This is an optimization exercise on Yosys and OpenROAD, whose aim is small area, a short achievable clock period and few clock cycles, not a production implementation.
Function was checked by simulation only, so behaviour that the tests miss may differ from the original.
Power figures rest on the tool's default switching activity, not on a simulated workload.

===== design/flow/config.mk =====
export PLATFORM = sky130hd
export DESIGN_NAME = sbf_engine
export DESIGN_NICKNAME = sbf_engine
export VERILOG_FILES = /design/flow/design.v
export SDC_FILE = /design/flow/constraint.sdc
export NUM_CORES = 4
export LEC_CHECK = 0
export CAP_MARGIN = 20
export CORE_MARGIN = 2
export CORE_UTILIZATION = 40
export SLEW_MARGIN = 20

===== design/flow/constraint.sdc =====
create_clock -name core_clock -period 10.0 [get_ports {clk}]
set_input_delay 2.0000 -clock core_clock [delete_from_list [all_inputs] [get_ports {clk}]]
set_output_delay 2.0000 -clock core_clock [all_outputs]
set_load 0.01 [all_outputs]

===== design/flow/design.v =====
module sbf_engine (
    input  wire        clk,
    input  wire        rst,           
    input  wire        cmd_valid,
    output wire        cmd_ready,
    input  wire [31:0] cmd_word,
    input  wire [4:0]  rd_idx,
    output reg  [31:0] rd_data
);
    localparam [15:0] SYNC_WORD = 16'h4024;
    localparam integer BUF_SIZE = 256;
    localparam [3:0] ST_NONE      = 4'd0;
    localparam [3:0] ST_FRAME_OK  = 4'd1;
    localparam [3:0] ST_INC_HDR   = 4'd2;
    localparam [3:0] ST_NOT_FRAME = 4'd3;
    localparam [3:0] ST_MALFORMED = 4'd4;
    localparam [3:0] ST_NEED_MORE = 4'd5;
    localparam [3:0] ST_CRC_MIS   = 4'd6;
    localparam [3:0] ST_SYNC_FND  = 4'd7;
    localparam [3:0] ST_SYNC_NF   = 4'd8;
    localparam [2:0] S_IDLE  = 3'd0;
    localparam [2:0] S_SCAN  = 3'd1;    
    localparam [2:0] S_HDR   = 3'd2;    
    localparam [2:0] S_BODY  = 3'd3;    
    localparam [2:0] S_CRCB  = 3'd4;    
    localparam [2:0] S_CMPT  = 3'd5;    
    localparam [2:0] S_HUNT  = 3'd6;    
    function [15:0] crc16_byte;
        input [15:0] c;
        input [7:0]  b;
        integer i;
        reg [15:0] v;
        begin
            v = c ^ {b, 8'h00};
            for (i = 0; i < 8; i = i + 1)
                v = v[15] ? ((v << 1) ^ 16'h1021) : (v << 1);
            crc16_byte = v;
        end
    endfunction
    reg [7:0]  buf_mem [0:BUF_SIZE-1];
    reg [15:0] crc_r;
    reg [8:0]  cur_r;
    reg [8:0]  fill_r;
    reg        mode_r;
    reg [3:0]  status_r;
    reg [2:0]  err_r;
    reg [15:0] h_sync, h_crc, h_id, h_len;
    reg [8:0]  body_off;
    reg [15:0] body_len;
    reg [16:0] next_off;
    reg [23:0] rng_off, rng_len;
    reg [7:0]  rdata_r;
    reg [15:0] nok_r, ncrc_r;
    reg [2:0]  state;
    reg        is_next;       
    reg        is_step;       
    reg [7:0]  ptr;           
    reg [8:0]  cnt;           
    reg [15:0] acc;           
    reg [7:0]  prev_byte;     
    reg        prev_ok;
    assign cmd_ready = (state == S_IDLE);
    wire [7:0]  op  = cmd_word[31:24];
    wire [23:0] imm = cmd_word[23:0];
    reg legal;
    always @(*) begin
        case (op)
            8'h00, 8'h01, 8'h02, 8'h04, 8'h06,
            8'h14, 8'h20, 8'h21, 8'h22: legal = (imm == 24'd0);
            8'h03, 8'h11:               legal = (imm[23:8] == 16'd0);
            8'h07:                      legal = (imm[23:1] == 23'd0);
            8'h10:                      legal = (imm[23:16] == 8'd0);
            8'h05, 8'h08, 8'h12, 8'h13: legal = 1'b1;
            default:                    legal = 1'b0;
        endcase
    end
    wire accept = cmd_valid && cmd_ready;
    wire [7:0] rd_addr = (state == S_IDLE) ? imm[7:0] : ptr;
    wire [7:0] rbyte   = buf_mem[rd_addr];
    wire [8:0]  avail     = fill_r - cur_r;
    wire [24:0] rng_end   = {1'b0, rng_off} + {1'b0, rng_len};
    wire [15:0] len_now   = {rbyte, h_len[7:0]};            
    wire        sync_ok   = (h_sync == SYNC_WORD);
    wire        len_ok    = (len_now > 16'd8) && (len_now[1:0] == 2'b00);
    wire        complete  = ({7'd0, avail} >= len_now);
    wire [15:0] acc_next  = crc16_byte(acc, rbyte);
    always @(*) begin
        case (rd_idx)
            5'd0:  rd_data = {16'd0, crc_r};
            5'd1:  rd_data = {23'd0, cur_r};
            5'd2:  rd_data = {23'd0, fill_r};
            5'd3:  rd_data = {31'd0, mode_r};
            5'd4:  rd_data = {28'd0, status_r};
            5'd5:  rd_data = {29'd0, err_r};
            5'd6:  rd_data = {16'd0, h_sync};
            5'd7:  rd_data = {16'd0, h_crc};
            5'd8:  rd_data = {16'd0, h_id};
            5'd9:  rd_data = {16'd0, h_len};
            5'd10: rd_data = {23'd0, body_off};
            5'd11: rd_data = {16'd0, body_len};
            5'd12: rd_data = {15'd0, next_off};
            5'd13: rd_data = {8'd0, rng_off};
            5'd14: rd_data = {8'd0, rng_len};
            5'd15: rd_data = {24'd0, rdata_r};
            5'd16: rd_data = {16'd0, nok_r};
            5'd17: rd_data = {16'd0, ncrc_r};
            5'd18: rd_data = {19'd0, h_id[12:0]};
            5'd19: rd_data = {29'd0, h_id[15:13]};
            5'd20: rd_data = {23'd0, avail};
            default: rd_data = 32'd0;
        endcase
    end
    reg       buf_we;
    reg [7:0] buf_waddr;
    reg [7:0] buf_wdata;
    always @(*) begin
        buf_we    = 1'b0;
        buf_waddr = fill_r[7:0];
        buf_wdata = imm[7:0];
        if (state == S_IDLE) begin
            if (accept && legal && op == 8'h03 && fill_r != BUF_SIZE)
                buf_we = 1'b1;
        end else if (state == S_CMPT) begin
            buf_we    = 1'b1;
            buf_waddr = cnt[7:0];
            buf_wdata = rbyte;
        end
    end
    always @(posedge clk) begin
        if (buf_we)
            buf_mem[buf_waddr] <= buf_wdata;
    end
    task reset_regs;
        begin
            crc_r    <= 16'd0;
            cur_r    <= 9'd0;
            fill_r   <= 9'd0;
            mode_r   <= 1'b0;
            status_r <= ST_NONE;
            err_r    <= 3'd0;
            h_sync   <= 16'd0;
            h_crc    <= 16'd0;
            h_id     <= 16'd0;
            h_len    <= 16'd0;
            body_off <= 9'd0;
            body_len <= 16'd0;
            next_off <= 17'd0;
            rng_off  <= 24'd0;
            rng_len  <= 24'd0;
            rdata_r  <= 8'd0;
            nok_r    <= 16'd0;
            ncrc_r   <= 16'd0;
        end
    endtask
    always @(posedge clk) begin
        if (rst) begin
            reset_regs;
            state     <= S_IDLE;
            is_next   <= 1'b0;
            is_step   <= 1'b0;
            ptr       <= 8'd0;
            cnt       <= 9'd0;
            acc       <= 16'd0;
            prev_byte <= 8'd0;
            prev_ok   <= 1'b0;
        end else begin
            case (state)
            S_IDLE: if (accept) begin
                if (!legal) begin
                    err_r[0] <= 1'b1;
                end else begin
                    case (op)
                    8'h00: ;  
                    8'h01: reset_regs;
                    8'h02: begin                            
                        fill_r   <= 9'd0;
                        cur_r    <= 9'd0;
                        status_r <= ST_NONE;
                    end
                    8'h03: begin                            
                        if (fill_r == BUF_SIZE)
                            err_r[1] <= 1'b1;
                        else
                            fill_r <= fill_r + 9'd1;
                    end
                    8'h04: begin                            
                        if (cur_r == 9'd0 || avail == 9'd0) begin
                            fill_r   <= avail;
                            cur_r    <= 9'd0;
                            status_r <= ST_NONE;
                        end else begin
                            ptr   <= cur_r[7:0];
                            cnt   <= 9'd0;
                            state <= S_CMPT;
                        end
                    end
                    8'h05: begin                            
                        if (imm > {15'd0, avail})
                            err_r[2] <= 1'b1;
                        else begin
                            cur_r    <= cur_r + imm[8:0];
                            status_r <= ST_NONE;
                        end
                    end
                    8'h06: begin                            
                        if (avail < 9'd3) begin
                            if (fill_r != 9'd0 && cur_r < fill_r - 9'd1)
                                cur_r <= fill_r - 9'd1;
                            status_r <= ST_SYNC_NF;
                        end else begin
                            ptr     <= cur_r[7:0] + 8'd1;
                            prev_ok <= 1'b0;
                            state   <= S_HUNT;
                        end
                    end
                    8'h07: mode_r <= imm[0];                
                    8'h08: begin                            
                        if (imm >= {15'd0, fill_r})
                            err_r[2] <= 1'b1;
                        else
                            rdata_r <= rbyte;
                    end
                    8'h10: crc_r <= imm[15:0];              
                    8'h11: crc_r <= crc16_byte(crc_r, imm[7:0]);  
                    8'h12: rng_off <= imm;                  
                    8'h13: rng_len <= imm;                  
                    8'h14: begin                            
                        if (rng_end > {16'd0, fill_r})
                            err_r[2] <= 1'b1;
                        else if (rng_len != 24'd0) begin
                            ptr   <= rng_off[7:0];
                            cnt   <= rng_len[8:0];
                            state <= S_CRCB;
                        end
                    end
                    8'h20, 8'h21, 8'h22: begin              
                        is_step <= (op != 8'h20);
                        is_next <= (op == 8'h22);
                        state   <= S_SCAN;
                    end
                    default: ;
                    endcase
                end
            end
            S_SCAN: begin
                if (avail < 9'd8) begin
                    status_r <= ST_INC_HDR;
                    state    <= S_IDLE;
                end else begin
                    ptr   <= cur_r[7:0];
                    cnt   <= 9'd0;
                    acc   <= 16'd0;
                    state <= S_HDR;
                end
            end
            S_HDR: begin
                case (cnt[2:0])
                    3'd0: h_sync[7:0]  <= rbyte;
                    3'd1: h_sync[15:8] <= rbyte;
                    3'd2: h_crc[7:0]   <= rbyte;
                    3'd3: h_crc[15:8]  <= rbyte;
                    3'd4: h_id[7:0]    <= rbyte;
                    3'd5: h_id[15:8]   <= rbyte;
                    3'd6: h_len[7:0]   <= rbyte;
                    3'd7: h_len[15:8]  <= rbyte;
                endcase
                if (cnt[2:0] >= 3'd4)
                    acc <= acc_next;
                ptr <= ptr + 8'd1;
                cnt <= cnt + 9'd1;
                if (cnt[2:0] == 3'd7) begin
                    if (!sync_ok) begin
                        status_r <= ST_NOT_FRAME;
                        state    <= S_IDLE;
                    end else if (!len_ok) begin
                        status_r <= ST_MALFORMED;
                        state    <= S_IDLE;
                    end else begin
                        body_off <= cur_r + 9'd8;
                        body_len <= len_now - 16'd8;
                        next_off <= {8'd0, cur_r} + {1'b0, len_now};
                        if (!complete) begin
                            status_r <= ST_NEED_MORE;
                            state    <= S_IDLE;
                        end else begin
                            cnt   <= len_now[8:0] - 9'd8;
                            state <= S_BODY;
                        end
                    end
                end
            end
            S_BODY: begin
                acc <= acc_next;
                ptr <= ptr + 8'd1;
                cnt <= cnt - 9'd1;
                if (cnt == 9'd1) begin
                    crc_r <= acc_next;
                    if (acc_next == h_crc) begin
                        status_r <= ST_FRAME_OK;
                        if (is_step) begin
                            cur_r <= cur_r + h_len[8:0];
                            if (nok_r != 16'hFFFF)
                                nok_r <= nok_r + 16'd1;
                        end
                        state <= S_IDLE;
                    end else begin
                        status_r <= ST_CRC_MIS;
                        if (is_step) begin
                            cur_r <= cur_r + h_len[8:0];
                            if (ncrc_r != 16'hFFFF)
                                ncrc_r <= ncrc_r + 16'd1;
                        end
                        if (is_next && !mode_r)
                            state <= S_SCAN;
                        else
                            state <= S_IDLE;
                    end
                end
            end
            S_CRCB: begin
                crc_r <= crc16_byte(crc_r, rbyte);
                ptr   <= ptr + 8'd1;
                cnt   <= cnt - 9'd1;
                if (cnt == 9'd1)
                    state <= S_IDLE;
            end
            S_CMPT: begin
                ptr <= ptr + 8'd1;
                cnt <= cnt + 9'd1;
                if (cnt + 9'd1 == avail) begin
                    fill_r   <= avail;
                    cur_r    <= 9'd0;
                    status_r <= ST_NONE;
                    state    <= S_IDLE;
                end
            end
            S_HUNT: begin
                if (prev_ok && prev_byte == SYNC_WORD[7:0] && rbyte == SYNC_WORD[15:8]) begin
                    cur_r    <= {1'b0, ptr - 8'd1};
                    status_r <= ST_SYNC_FND;
                    state    <= S_IDLE;
                end else if ({1'b0, ptr} == fill_r - 9'd1) begin
                    cur_r    <= fill_r - 9'd1;
                    status_r <= ST_SYNC_NF;
                    state    <= S_IDLE;
                end else begin
                    prev_byte <= rbyte;
                    prev_ok   <= 1'b1;
                    ptr       <= ptr + 8'd1;
                end
            end
            default: state <= S_IDLE;
            endcase
        end
    end
endmodule

===== design/flow/run.sh =====
#!/bin/bash
# synth_recipe.tcl (not shown) runs the flow's synth.tcl, then flattens the netlist and writes it again
# the make line also repeats each setting of config.mk as NAME=value (left out here)
make -C /OpenROAD-flow-scripts/flow DESIGN_CONFIG=/design/flow/config.mk WORK_HOME=/design/flow/orfs CLKGATE_MAP_FILE= SYNTH_SCRIPT=/design/flow/synth_recipe.tcl finish

==> out/results.ini <==
[layout]
post-route-util_pct=45.2
nets=8125
area_growth_pct=12.6
drive_gt1_share_pct=11.3
stdcell_area_um2=116000
fill_cells=22800
fin_cells=11600

[global_route]
grt_start_max_net_pins=207
grt_first_pass_wirelength_um=518000
gr-total-overflow=0
antenna_found_initial=14
grt_util_all_layers_pct=27.2
grt_pass1_vias=68000

[logic_synthesis]
yosys.area.top_type=edfxtp_1
synth.mux.area_fraction_pct=4.51
synth_edf_count=2048
synthAdderAreaFrac_pct=1.45
ys_types=108
netlist_instances=7908
synth_most_common_cell=edfxtp_1
synthSimpleGateAreaFrac_pct=11.9
synth_area_per_cell_um2=13.0
syn_area_um2=103000
synth_top_area_share_pct=59.9
ys_async_sr_fraction_pct=0
synth_common_cells=edfxtp_1 (2,048), nand2_1 (1,051), nor2_1 (607)
synthXorXnorAreaFrac_pct=1.77
ys_warn_count=1
synth-seq-cells=2331
synth.area.top_cells=edfxtp_1 (60%), dfxtp_1 (5.5%), nand2_1 (3.8%), mux4_2 (3.0%), a211oi_1 (2.8%)
yosys_most_used_dff=edfxtp_1
synth_top_family_by_area=simple AND/OR/NAND/NOR gates
ys_seq_area_share_pct=65.4
synth-compound-area-share_pct=11.8

[worst_setup_path]
crit_type=primary input to flop
r2r_slack_ns=1.94
cp-end-kind=flop
cp_max_fo=14
arrival_ns=9.39
startpoint_type=primary input
required_ns=10.80

[routing]
route.met3.wl_um=39500
drt-met1-wl_um=147000
drtIter0Drc=10900
num_vias=73100
wl_met2_um=162000
drt-vias-per-instance=6.32
routed.top_layer=met5
firstDrtPassIters=9
drt_drc_violations_left=0
wl_per_cell_um=31.7
antenna_left=0
wl_um=366000

[clock_tree]
numCtsBuffers=232
cts_setup_buffers=0
worstSkewPairLatency_ns=0.93
cts-resized-gates=0
cts.clk_slew.worst_paths_ns=0.06
tritoncts=yes
cts_max_path_buffers=3
cts.htree.levels=4
clockRootBuffer=clkbuf_16
cts_hold_repair.buffers=0
cts_sinks=2331

[sta]
rsz0062_at_grt=false
setup_viol=0
finClkSkew_ns=0.0830
finalHoldViolCount=0
tightest_slew_ns=1.36
layout_min_cycle_time_ns=8.59
slew_violations=0
setup_tns_ns=0
final.period_utilization_pct=85.9
fmax_mhz=116
holdWs_ns=0.462
relSlewSlack_pct=8.59

[placed_design]
gp_congestion=0.985
place.port_buffers=64
dp_cells=11100
post-dp-hpwl_um=240000
place_area_um2=108000

[die]
dieArea_um2=261000
die_h_um=511
io_pins=73
die_w_um=511
start_util_pct=40.1
core_region_area_um2=256000
num_rows=186

[power]
power_density_nw_per_um2=179
leakage_nw=38.5
irDropWorstVdd_mv=0.205

[job]
drv_cap=0

[run_status]
status=finished clean

[worst_hold_path]
hold_path_class=flop to flop

-- area by class of cell --
| type | count | area, µm² | area share [%] |
|---|---|---|---|
| antenna | 12 | 30.0 | 0.0260 |
| clock buffer | 286 | 6060 | 5.24 |
| clock inverter | 149 | 1560 | 1.35 |
| inverter | 97 | 364 | 0.315 |
| multi-input combinational | 4923 | 32700 | 28.3 |
| sequential | 2331 | 67200 | 58.1 |
| tap | 3384 | 4230 | 3.66 |
| timing repair buffer | 383 | 3530 | 3.05 |
-- placed cells by master (no fill, tap or decap), drive strengths merged, types with 128 or more instances in the layout --
cell type and n:
o21ai 142, a21oi 238, nor2 610, a31oi 128, nand3 232, a22oi 165
and3 361, buf 320, nand2 1053, dfxtp 283, edfxtp 2048, a211oi 385
a311oi 216, mux2i 146, clkbuf 286, mux4 137
-- worst max-delay path: stages --
cell,delay [ns]
clkdlybuf4s50_1,0.78
or4b_1,0.73
and2_4,0.34
nand2_1,0.27
buf_4,0.31
a311oi_1,0.09
or4_1,0.75
a2111oi_2,0.70
nand4_1,0.40
a21boi_1,0.51
nor2_2,0.17
xnor3_1,0.32
nand4_1,0.15
nor4_1,0.49
nand3_1,0.53
or4_1,0.62
a21oi_1,0.16
-- cell families (layout without fill, tap and decap cells) --
kind of cell,after synthesis,after routing
mux,291,291
simple gates,2646,2646
compound gates,1670,1670
xor+xnor,191,191
buf+inv,661,915
fa+ha+maj,117,117
flops,2331,2331
other cells,1,20
-- per-layer routing --
metal	global-route usage, %	up-vias
met5	0	-
met4	12.2	8
met3	5.84	766
met2	40.8	4459
met1	37.9	37100
li1	-	30700
-- power by group --
| group | internal (mW) | switching (mW) |
|---|---|---|
| registers | 10.6 | 0.00132 |
| clock network | 4.87 | 3.92 |
| logic | 0.376 | 0.936 |
| total | 15.8 | 4.85 |
-- through the flow --
step | power (mW) | setup slack, ns
floorplan | 11.5 | -1.82
global placement | 12.0 | 0.285
detailed placement | 12.1 | 0.786
CTS | 20.7 | 1.68
global route | 21.1 | 1.31
finish | 20.7 | 1.41
-- state kept, by name (all words and copies together), names as in the netlist, 3 cells and up --
signal and flops:
rdata_r 8, nok_r 16, h_len 16, h_sync 16, acc 16, next_off 17, body_len 16, prev_byte 8
h_id 16, body_off 9, cur_r 9, state 3, ptr 8, rng_len 24, status_r 4, cnt 9
err_r 3, h_crc 16, rng_off 24, buf_mem 2048, fill_r 9, ncrc_r 16, crc_r 16
-- worst paths after layout --
kind,cells past startpoint,from,end
hold / removal,2,is_next,is_next
hold reg to reg,2,is_next,is_next
setup / recovery,17,cmd_word[2],nok_r[3]
setup reg to reg,19,state[1],nok_r[3]
Testbench counts, summed over its fixed seeds: cycles 199,700.

==> what the ideal ports hide <==
No port has a modelled driver above. Below, the same layout with a new extraction and two added sets of constraints.
Step 1 (the two cells are an assumption about what drives the block):
set clk [get_ports {clk}]
set_driving_cell -lib_cell sky130_fd_sc_hd__clkbuf_16 $clk
set_driving_cell -lib_cell sky130_fd_sc_hd__buf_2 [delete_from_list [all_inputs] $clk]
Step 2 moves the port delays by t, midway between the first and last clock arrival at a register: inputs arrive t later, outputs are due t later. That takes back most of the time a late clock gives input paths.
a / b / c = no drivers / after step 1 / after step 2; a / b = the first two.
t, ns: 0.983
setup WS [ns]: 1.414 / 1.471 / 0.487
cell pins on the clock port's net: 1
After both steps setup and hold are still met in this run. The setup slack of this run moves by +0.057 ns with the drivers and by -0.927 ns with both steps.
